Source: an optimization exercise on an open RTL-to-GDS flow (aim: small area, a short achievable clock period and few clock cycles per item). Production flows keep margins and buffers that such runs may drop. In this exercise RTL edits were held to simulation tests only and were not proved equivalent to the original.

==> exp/pepper: inputs <==
==> flow/design.v <==
module bpd_lookup #(
    parameter [31:0] DD_WINDOW_MS_RESET = 32'd30000
) (
    input  wire        clk,
    input  wire        rst,          
    input  wire        cmd_valid,
    output wire        cmd_ready,
    input  wire [63:0] cmd,
    input  wire [31:0] now,
    output wire        rsp_valid,
    input  wire        rsp_ready,
    output wire [7:0]  rsp_st,
    output wire [31:0] rsp_rv
);
    localparam DD_SLOTS = 8;
    localparam RT_SIZE  = 64;
    localparam QD       = 4;         
    localparam [7:0] OP_NOP    = 8'h00;
    localparam [7:0] OP_CSRRD  = 8'h01;
    localparam [7:0] OP_CSRWR  = 8'h02;
    localparam [7:0] OP_NEXTID = 8'h04;
    localparam [7:0] OP_RTLKUP = 8'h20;
    localparam [7:0] OP_RTSET  = 8'h21;
    localparam [7:0] OP_RTCLR  = 8'h22;
    localparam [7:0] OP_DDCHK  = 8'h40;
    localparam [7:0] OP_DDREC  = 8'h41;
    localparam [7:0] OP_DDRD   = 8'h42;
    localparam [7:0] ST_OK         = 8'h00;
    localparam [7:0] ST_DUPLICATE  = 8'h13;
    localparam [7:0] ST_NO_ROUTE   = 8'h14;
    localparam [7:0] ST_ILLEGAL_OP = 8'hE0;
    localparam [7:0] ST_BAD_ARG    = 8'hE1;
    localparam [15:0] CSR_DD_WINDOW_MS = 16'h0006;
    localparam [15:0] CSR_ID_CTR       = 16'h0015;
    localparam [15:0] CSR_DD_PTR       = 16'h0016;
    localparam [15:0] CSR_NOW          = 16'h0018;
    reg [15:0] rt       [0:RT_SIZE-1];
    reg        clr;              
    reg [2:0]  clr_g;            
    reg [DD_SLOTS-1:0] dd_v;
    reg [15:0] dd_origin[0:DD_SLOTS-1];
    reg [15:0] dd_id    [0:DD_SLOTS-1];
    reg [31:0] dd_stamp [0:DD_SLOTS-1];
    reg [2:0]  dd_ptr;
    reg [DD_SLOTS-1:0] dd_p1;    
    reg [15:0] id_ctr;
    reg [31:0] dd_window;
    reg          rdy_q;          
    reg          v1;             
    reg          v2;             
    reg [QD-1:0] qv;             
    reg [7:0]    q_st [0:QD-1];
    reg [31:0]   q_rv [0:QD-1];
    assign cmd_ready = rdy_q;
    assign rsp_valid = qv[0];
    assign rsp_st    = q_st[0];
    assign rsp_rv    = q_rv[0];
    wire acc = cmd_valid & rdy_q;        
    wire tk  = qv[0] & rsp_ready;        
    wire [7:0]  i_op = cmd[63:56];
    wire        i_legal = (cmd[55:48] == 8'h00);
    wire [15:0] i_a  = cmd[47:32];
    reg [15:0] c_a;
    reg [15:0] c_b;
    reg [15:0] c_ulo;            
    reg        c_b16;            
    reg [31:0] c_now;
    reg f_ill, f_csrrd, f_csrwr, f_nextid, f_rtlkup, f_rtset, f_rtclr,
        f_ddchk, f_ddrec, f_ddrd;
    reg a_win, a_id, a_ptr, a_now, a_lt64, a_lt8, a_zero, a_hi;
    reg [7:0] r_g, w_g, k8;
    wire [7:0] i_g8 = 8'd1 << i_a[5:3];
    always @(posedge clk) begin
        c_a      <= i_a;
        c_b      <= cmd[15:0];
        {c_b16, c_ulo} <= {1'b0, now[15:0]} - {1'b0, dd_window[15:0]};
        c_now    <= now;
        f_ill    <= ~i_legal
                  | ~(i_op == OP_NOP    || i_op == OP_CSRRD  || i_op == OP_CSRWR
                   || i_op == OP_NEXTID || i_op == OP_RTLKUP || i_op == OP_RTSET
                   || i_op == OP_RTCLR  || i_op == OP_DDCHK  || i_op == OP_DDREC
                   || i_op == OP_DDRD);
        f_csrrd  <= i_legal & (i_op == OP_CSRRD);
        f_csrwr  <= i_legal & (i_op == OP_CSRWR);
        f_nextid <= i_legal & (i_op == OP_NEXTID);
        f_rtlkup <= i_legal & (i_op == OP_RTLKUP);
        f_rtset  <= i_legal & (i_op == OP_RTSET);
        f_rtclr  <= i_legal & (i_op == OP_RTCLR);
        f_ddchk  <= i_legal & (i_op == OP_DDCHK);
        f_ddrec  <= i_legal & (i_op == OP_DDREC);
        f_ddrd   <= i_legal & (i_op == OP_DDRD);
        a_win    <= (i_a == CSR_DD_WINDOW_MS);
        a_id     <= (i_a == CSR_ID_CTR);
        a_ptr    <= (i_a == CSR_DD_PTR);
        a_now    <= (i_a == CSR_NOW);
        a_lt64   <= (i_a[15:6] == 10'd0);
        a_lt8    <= (i_a[15:3] == 13'd0);
        a_zero   <= (i_a == 16'd0);
        a_hi     <= (i_a[15:4] == 12'hFFF);
        r_g      <= (i_legal & (i_op == OP_RTLKUP) & (i_a[15:6] == 10'd0)
                     & (i_a != 16'd0)) ? i_g8 : 8'd0;
        w_g      <= (i_legal & (i_op == OP_RTSET) & (i_a[15:6] == 10'd0))
                     ? i_g8 : 8'd0;
        k8       <= 8'd1 << i_a[2:0];
    end
    function automatic ge32(input [31:0] x, input [31:0] y);
        reg [31:0] g, p;
        integer l, n;
        begin
            g = x & ~y;
            p = x | ~y;
            for (l = 1; l < 32; l = l * 2)
                for (n = 31; n >= 0; n = n - 1)
                    if (n % (2 * l) == 2 * l - 1) begin
                        g[n] = g[n] | (p[n] & g[n - l]);
                        p[n] = p[n] & p[n - l];
                    end
            ge32 = g[31] | p[31];
        end
    endfunction
    function automatic ge16(input [15:0] x, input [15:0] y);
        reg [15:0] g, p;
        integer l, n;
        begin
            g = x & ~y;
            p = x | ~y;
            for (l = 1; l < 16; l = l * 2)
                for (n = 15; n >= 0; n = n - 1)
                    if (n % (2 * l) == 2 * l - 1) begin
                        g[n] = g[n] | (p[n] & g[n - l]);
                        p[n] = p[n] & p[n - l];
                    end
            ge16 = g[15] | p[15];
        end
    endfunction
    wire [15:0] u_hi;
    wire        u_neg;
    assign {u_neg, u_hi} = {1'b0, c_now[31:16]} - {1'b0, dd_window[31:16]}
                         - {16'd0, c_b16};
    reg [DD_SLOTS-1:0] lo;
    reg [DD_SLOTS-1:0] ma, mb;
    reg                c1, kv;
    integer i;
    always @(*) begin
        for (i = 0; i < DD_SLOTS; i = i + 1) begin
            c1    = ge32(c_now, dd_stamp[i]);
            kv    = dd_v[i] && dd_origin[i] == c_a && dd_id[i] == c_b[15:0];
            lo[i] = ge16(dd_stamp[i][15:0], c_ulo);
            ma[i] = kv & c1 & u_neg;
            mb[i] = kv & (c1 | u_neg);
        end
    end
    reg  [15:0] rt_h;
    integer e;
    always @(*) begin
        rt_h   = 16'h0000;
        for (e = 0; e < RT_SIZE; e = e + 1) begin
            rt_h   = rt_h | ({16{r_g[e / 8] & k8[e % 8]}} & rt[e]);
        end
    end
    wire [2:0]  sel   = c_a[2:0];
    wire        rd_ok = f_ddrd & a_lt8 & (c_b[1:0] != 2'd3) & |(dd_v & k8);
    reg  [31:0] rd_io, rd_st;
    always @(*) begin
        rd_io = 32'd0;
        rd_st = 32'd0;
        for (i = 0; i < DD_SLOTS; i = i + 1) begin
            rd_io = rd_io | ({32{k8[i]}} & {dd_id[i], dd_origin[i]});
            rd_st = rd_st | ({32{k8[i]}} & dd_stamp[i]);
        end
    end
    wire s_bad = (f_csrrd & ~(a_win | a_id | a_ptr | a_now))
               | (f_csrwr & ~a_win)
               | (f_rtset & ~a_lt64)
               | (f_ddrd & ~(a_lt8 & (c_b[1:0] != 2'd3)));
    wire s_rt   = f_rtlkup & a_lt64 & ~a_zero;
    wire s_nort = f_rtlkup & (a_zero | (~a_lt64 & ~a_hi));
    wire [31:0] rv2 =
          ({32{f_csrrd & a_win}}             & dd_window)
        | ({32{(f_csrrd & a_id) | f_nextid}} & {16'd0, id_ctr})
        | ({32{(f_csrrd & a_ptr) | f_ddrec}} & {29'd0, dd_ptr})
        | ({32{f_csrrd & a_now}}             & c_now)
        | {16'd0, rt_h}
        | ({32{f_rtlkup & a_hi}}             & {16'd0, c_a})
        | ({32{rd_ok & (c_b[1:0] == 2'd0)}}  & 32'd1)
        | ({32{rd_ok & (c_b[1:0] == 2'd1)}}  & rd_io)
        | ({32{rd_ok & (c_b[1:0] == 2'd2)}}  & rd_st);
    reg                p_ill, p_bad, p_nort, p_rt, p_chk;
    reg [DD_SLOTS-1:0] p_ma, p_mb;
    reg [15:0]         p_uhi;
    reg [DD_SLOTS-1:0] p_lo;
    reg [31:0]         p_rv;
    always @(posedge clk) begin
        p_ill  <= f_ill;
        p_bad  <= s_bad;
        p_nort <= s_nort;
        p_rt   <= s_rt;
        p_chk  <= f_ddchk;
        p_ma   <= ma;
        p_mb   <= mb;
        p_uhi  <= u_hi;
        p_lo   <= lo;
        p_rv   <= rv2;
    end
    always @(posedge clk) begin
        if (rst)
            dd_window <= DD_WINDOW_MS_RESET;
        else if (acc && i_legal && i_op == OP_CSRWR && i_a == CSR_DD_WINDOW_MS)
            dd_window <= cmd[31:0];
    end
    always @(posedge clk) begin
        if (rst) begin
            dd_v      <= {DD_SLOTS{1'b0}};
            dd_ptr    <= 3'd0;
            dd_p1     <= {{(DD_SLOTS-1){1'b0}}, 1'b1};
            id_ctr    <= 16'd0;
        end else if (v1) begin
            if (f_nextid)         id_ctr <= id_ctr + 16'd1;
            if (f_ddrec) begin
                dd_v   <= dd_v | dd_p1;
                dd_ptr <= dd_ptr + 3'd1;
                dd_p1  <= {dd_p1[DD_SLOTS-2:0], dd_p1[DD_SLOTS-1]};
            end
        end
    end
    wire       clr_n   = rst | (v1 & f_rtclr) | (clr & (clr_g != 3'd7));
    wire [2:0] clr_g_n = (rst | (v1 & f_rtclr)) ? 3'd0 : clr_g + 3'd1;
    always @(posedge clk) begin
        clr   <= clr_n;
        clr_g <= clr_g_n;
    end
    always @(posedge clk) begin
        for (e = 0; e < RT_SIZE; e = e + 1)
            if ((v1 && w_g[e / 8] && k8[e % 8]) || (clr && clr_g == e / 8))
                rt[e] <= clr ? 16'h0000 : c_b[15:0];
        for (i = 0; i < DD_SLOTS; i = i + 1)
            if (v1 && f_ddrec && dd_p1[i]) begin
                dd_origin[i] <= c_a;
                dd_id[i]     <= c_b[15:0];
                dd_stamp[i]  <= c_now;
            end
    end
    reg [DD_SLOTS-1:0] m;
    reg                le;
    always @(*) begin
        for (i = 0; i < DD_SLOTS; i = i + 1) begin
            le   = (dd_stamp[i][31:16] > p_uhi)
                 | ((dd_stamp[i][31:16] == p_uhi) & p_lo[i]);
            m[i] = p_ma[i] | (p_mb[i] & le);
        end
    end
    wire       hit = p_chk & (|m);
    reg  [2:0] hit_idx;
    always @(*) begin
        hit_idx = 3'd0;
        for (i = DD_SLOTS - 1; i >= 0; i = i - 1)
            if (m[i]) hit_idx = i[2:0];
    end
    wire [7:0] r_st =
          p_ill  ? ST_ILLEGAL_OP
        : p_bad  ? ST_BAD_ARG
        : (p_nort | (p_rt & (p_rv[15:0] == 16'h0000))) ? ST_NO_ROUTE
        : hit    ? ST_DUPLICATE
        :          ST_OK;
    wire [31:0] r_rv = {p_rv[31:3], p_rv[2:0] | (hit ? hit_idx : 3'd0)};
    wire [QD-1:0] qs   = tk ? {1'b0, qv[QD-1:1]} : qv;
    wire [QD-1:0] qv_n = v2 ? {qs[QD-2:0], 1'b1} : qs;
    wire          rdy_n = ~qv_n[QD-1] & ~(qv_n[QD-2] & (v1 | acc))
                        & ~(qv_n[QD-3] & v1 & acc)
                        & ~(acc & i_legal & (i_op == OP_RTCLR))
                        & ~(clr_n & (clr_g_n != 3'd7));
    always @(posedge clk) begin
        if (rst) begin
            v1    <= 1'b0;
            v2    <= 1'b0;
            qv    <= {QD{1'b0}};
            rdy_q <= 1'b0;
        end else begin
            v1    <= acc;
            v2    <= v1;
            qv    <= qv_n;
            rdy_q <= rdy_n;
        end
    end
    integer j;
    always @(posedge clk) begin
        for (j = 0; j < QD; j = j + 1) begin
            if (rst && j == 0) begin
                q_st[j] <= 8'd0;
                q_rv[j] <= 32'd0;
            end else if (v2 && !qs[j] && (j == 0 || qs[j > 0 ? j - 1 : 0])) begin
                q_st[j] <= r_st;
                q_rv[j] <= r_rv;
            end else if (tk && j < QD - 1) begin
                q_st[j] <= q_st[j < QD - 1 ? j + 1 : j];
                q_rv[j] <= q_rv[j < QD - 1 ? j + 1 : j];
            end
        end
    end
endmodule
==> flow/flow/run.sh <==
#!/bin/bash
set -euo pipefail
cd "$(dirname "$0")/.."
bash standard.sh SETUP_SLACK_MARGIN=7 finish > flow_make.log 2>&1
==> flow/standard.sh <==
#!/bin/bash
# synth_recipe.tcl (not shown) runs the flow's synth.tcl, then flattens the netlist and writes it again
# the make line also repeats each setting of config.mk as NAME=value (left out here)
make -C /OpenROAD-flow-scripts/flow DESIGN_CONFIG=/design/flow/config.mk WORK_HOME=/design/flow/orfs CLKGATE_MAP_FILE= SYNTH_SCRIPT=/design/flow/synth_recipe.tcl "${@:-finish}"
==> flow/config.mk <==
export PLATFORM = sky130hd
export DESIGN_NAME = bpd_lookup
export DESIGN_NICKNAME = bpd_lookup
export VERILOG_FILES = /design/flow/design.v
export SDC_FILE = /design/flow/constraint.sdc
export NUM_CORES = 4
export LEC_CHECK = 0
export CAP_MARGIN = 20
export CORE_MARGIN = 2
export CORE_UTILIZATION = 60
export CTS_CLUSTER_DIAMETER = 80
export CTS_CLUSTER_SIZE = 20
export SLEW_MARGIN = 20
export TNS_END_PERCENT = 0
==> flow/constraint.sdc <==
create_clock -name core_clock -period 10.0 [get_ports {clk}]
set_input_delay 2.0000 -clock core_clock [delete_from_list [all_inputs] [get_ports {clk}]]
set_output_delay 2.0000 -clock core_clock [all_outputs]
set_load 0.01 [all_outputs]
==> inputs of exp/maple, as changes to exp/pepper <==
--- a/flow/design.v
+++ b/flow/design.v
@@ -16,3 +16,3 @@
     localparam RT_SIZE  = 64;
-    localparam QD       = 4;         
+    localparam QT       = 3;         
     localparam [7:0] OP_NOP    = 8'h00;
@@ -50,11 +50,15 @@
     reg          v2;             
-    reg [QD-1:0] qv;             
-    reg [7:0]    q_st [0:QD-1];
-    reg [31:0]   q_rv [0:QD-1];
+    reg          hv;             
+    reg [7:0]    h_st;           
+    reg [31:0]   h_rv;
+    reg [7:0]    t_st [0:QT-1];  
+    reg [31:0]   t_rv [0:QT-1];
+    reg [QT-1:0] t_rd, t_wr;     
+    reg [1:0]    t_n;            
     assign cmd_ready = rdy_q;
-    assign rsp_valid = qv[0];
-    assign rsp_st    = q_st[0];
-    assign rsp_rv    = q_rv[0];
+    assign rsp_valid = hv;
+    assign rsp_st    = h_st;
+    assign rsp_rv    = h_rv;
     wire acc = cmd_valid & rdy_q;        
-    wire tk  = qv[0] & rsp_ready;        
+    wire tk  = hv & rsp_ready;           
     wire [7:0]  i_op = cmd[63:56];
@@ -265,6 +269,10 @@
     wire [31:0] r_rv = {p_rv[31:3], p_rv[2:0] | (hit ? hit_idx : 3'd0)};
-    wire [QD-1:0] qs   = tk ? {1'b0, qv[QD-1:1]} : qv;
-    wire [QD-1:0] qv_n = v2 ? {qs[QD-2:0], 1'b1} : qs;
-    wire          rdy_n = ~qv_n[QD-1] & ~(qv_n[QD-2] & (v1 | acc))
-                        & ~(qv_n[QD-3] & v1 & acc)
+    wire          h_ld   = ~hv | tk;
+    wire          t_any  = (t_n != 2'd0);
+    wire          t_pop  = h_ld & t_any;
+    wire          t_push = v2 & ~(h_ld & ~t_any);
+    wire          hv_n   = ~h_ld | t_any | v2;
+    wire [1:0]    t_n_n  = t_n + {1'b0, t_push} - {1'b0, t_pop};
+    wire [2:0]    q_n    = {2'b00, hv_n} + {1'b0, t_n_n};
+    wire          rdy_n = (q_n + {2'b00, v1} + {2'b00, acc} <= 3'd3)
                         & ~(acc & i_legal & (i_op == OP_RTCLR))
@@ -275,3 +283,6 @@
             v2    <= 1'b0;
-            qv    <= {QD{1'b0}};
+            hv    <= 1'b0;
+            t_n   <= 2'd0;
+            t_rd  <= {{(QT-1){1'b0}}, 1'b1};
+            t_wr  <= {{(QT-1){1'b0}}, 1'b1};
             rdy_q <= 1'b0;
@@ -280,3 +291,6 @@
             v2    <= v1;
-            qv    <= qv_n;
+            hv    <= hv_n;
+            t_n   <= t_n_n;
+            if (t_pop)  t_rd <= {t_rd[QT-2:0], t_rd[QT-1]};
+            if (t_push) t_wr <= {t_wr[QT-2:0], t_wr[QT-1]};
             rdy_q <= rdy_n;
@@ -284,16 +298,26 @@
     end
+    reg [7:0]  tr_st;
+    reg [31:0] tr_rv;
     integer j;
+    always @(*) begin
+        tr_st = 8'd0;
+        tr_rv = 32'd0;
+        for (j = 0; j < QT; j = j + 1) begin
+            tr_st = tr_st | ({8{t_rd[j]}} & t_st[j]);
+            tr_rv = tr_rv | ({32{t_rd[j]}} & t_rv[j]);
+        end
+    end
     always @(posedge clk) begin
-        for (j = 0; j < QD; j = j + 1) begin
-            if (rst && j == 0) begin
-                q_st[j] <= 8'd0;
-                q_rv[j] <= 32'd0;
-            end else if (v2 && !qs[j] && (j == 0 || qs[j > 0 ? j - 1 : 0])) begin
-                q_st[j] <= r_st;
-                q_rv[j] <= r_rv;
-            end else if (tk && j < QD - 1) begin
-                q_st[j] <= q_st[j < QD - 1 ? j + 1 : j];
-                q_rv[j] <= q_rv[j < QD - 1 ? j + 1 : j];
-            end
+        if (rst) begin
+            h_st <= 8'd0;
+            h_rv <= 32'd0;
+        end else if (h_ld) begin
+            h_st <= t_any ? tr_st : r_st;
+            h_rv <= t_any ? tr_rv : r_rv;
         end
+        for (j = 0; j < QT; j = j + 1)
+            if (t_push && t_wr[j]) begin
+                t_st[j] <= r_st;
+                t_rv[j] <= r_rv;
+            end
     end
--- a/flow/config.mk
+++ b/flow/config.mk
@@ -9,3 +9,3 @@
 export CORE_MARGIN = 2
-export CORE_UTILIZATION = 60
+export CORE_UTILIZATION = 50
 export CTS_CLUSTER_DIAMETER = 80
==> results.toml <==
[finish]
nonClkBufAreaFrac_pct = 4.26
drive_gt1_share_pct = 13.3
fillers = 9798

[floorplan]
row_count = 136

[global_route]
grt_util_all_layers_pct = 47.8

[power_and_ir_drop]
power.total_w = 0.0152

[cts]
cts_sinks = 1962

[yosys]
ys_seq_area_share_pct = 67.2

[status]
status = "finished clean"

[placement]
place_area_sq_um = 87000

[route]
vias = 62000
The numbers above come from exp/pepper.

==> results.toml <==
[finish]
fillers = 13400
drive_gt1_share_pct = 11.9
nonClkBufAreaFrac_pct = 3.72

[cts]
cts_sinks = 1967

[yosys]
ys_seq_area_share_pct = 67.3

[placement]
place_area_sq_um = 87400

[floorplan]
row_count = 149

[route]
vias = 60700

[status]
status = "finished clean"

[global_route]
grt_util_all_layers_pct = 40.5
The numbers above come from exp/maple.

Testbench counts of exp/pepper, summed over its fixed seeds: cycles 24,080, commands 24,000.
Testbench counts of exp/maple, summed over its fixed seeds: cycles 24,080, commands 24,000.

==> port drivers added, routing unchanged <==
How much do the figures lean on ideal ports? The routed layouts below were timed once more, with nothing changed but the port constraints. Step 1 sets driving cells, clkbuf_16 on the clock port and buf_2 on the other inputs (assumed; they add their load-dependent delay and slew). Step 2 times the ports against the registers' clock, not the clock port: input delays grow and output delays shrink by t, the midpoint of the rising clock arrivals with the driver on. Slacks: ideal ports / drivers / drivers and shift; pairs: ideal ports / drivers.
run	shift t [ns]	slack for setup (ns)	hold slack, ns
exp/pepper	0.877	6.181 / 6.181 / 5.712	0.333 / 0.333 / 0.333
exp/maple	0.891	6.140 / 6.140 / 5.559	0.349 / 0.349 / 0.349
After both steps every run listed still meets setup and hold. For exp/maple, which loses most, drivers alone change the setup slack by 0.000 ns; drivers and shift together by -0.581 ns.
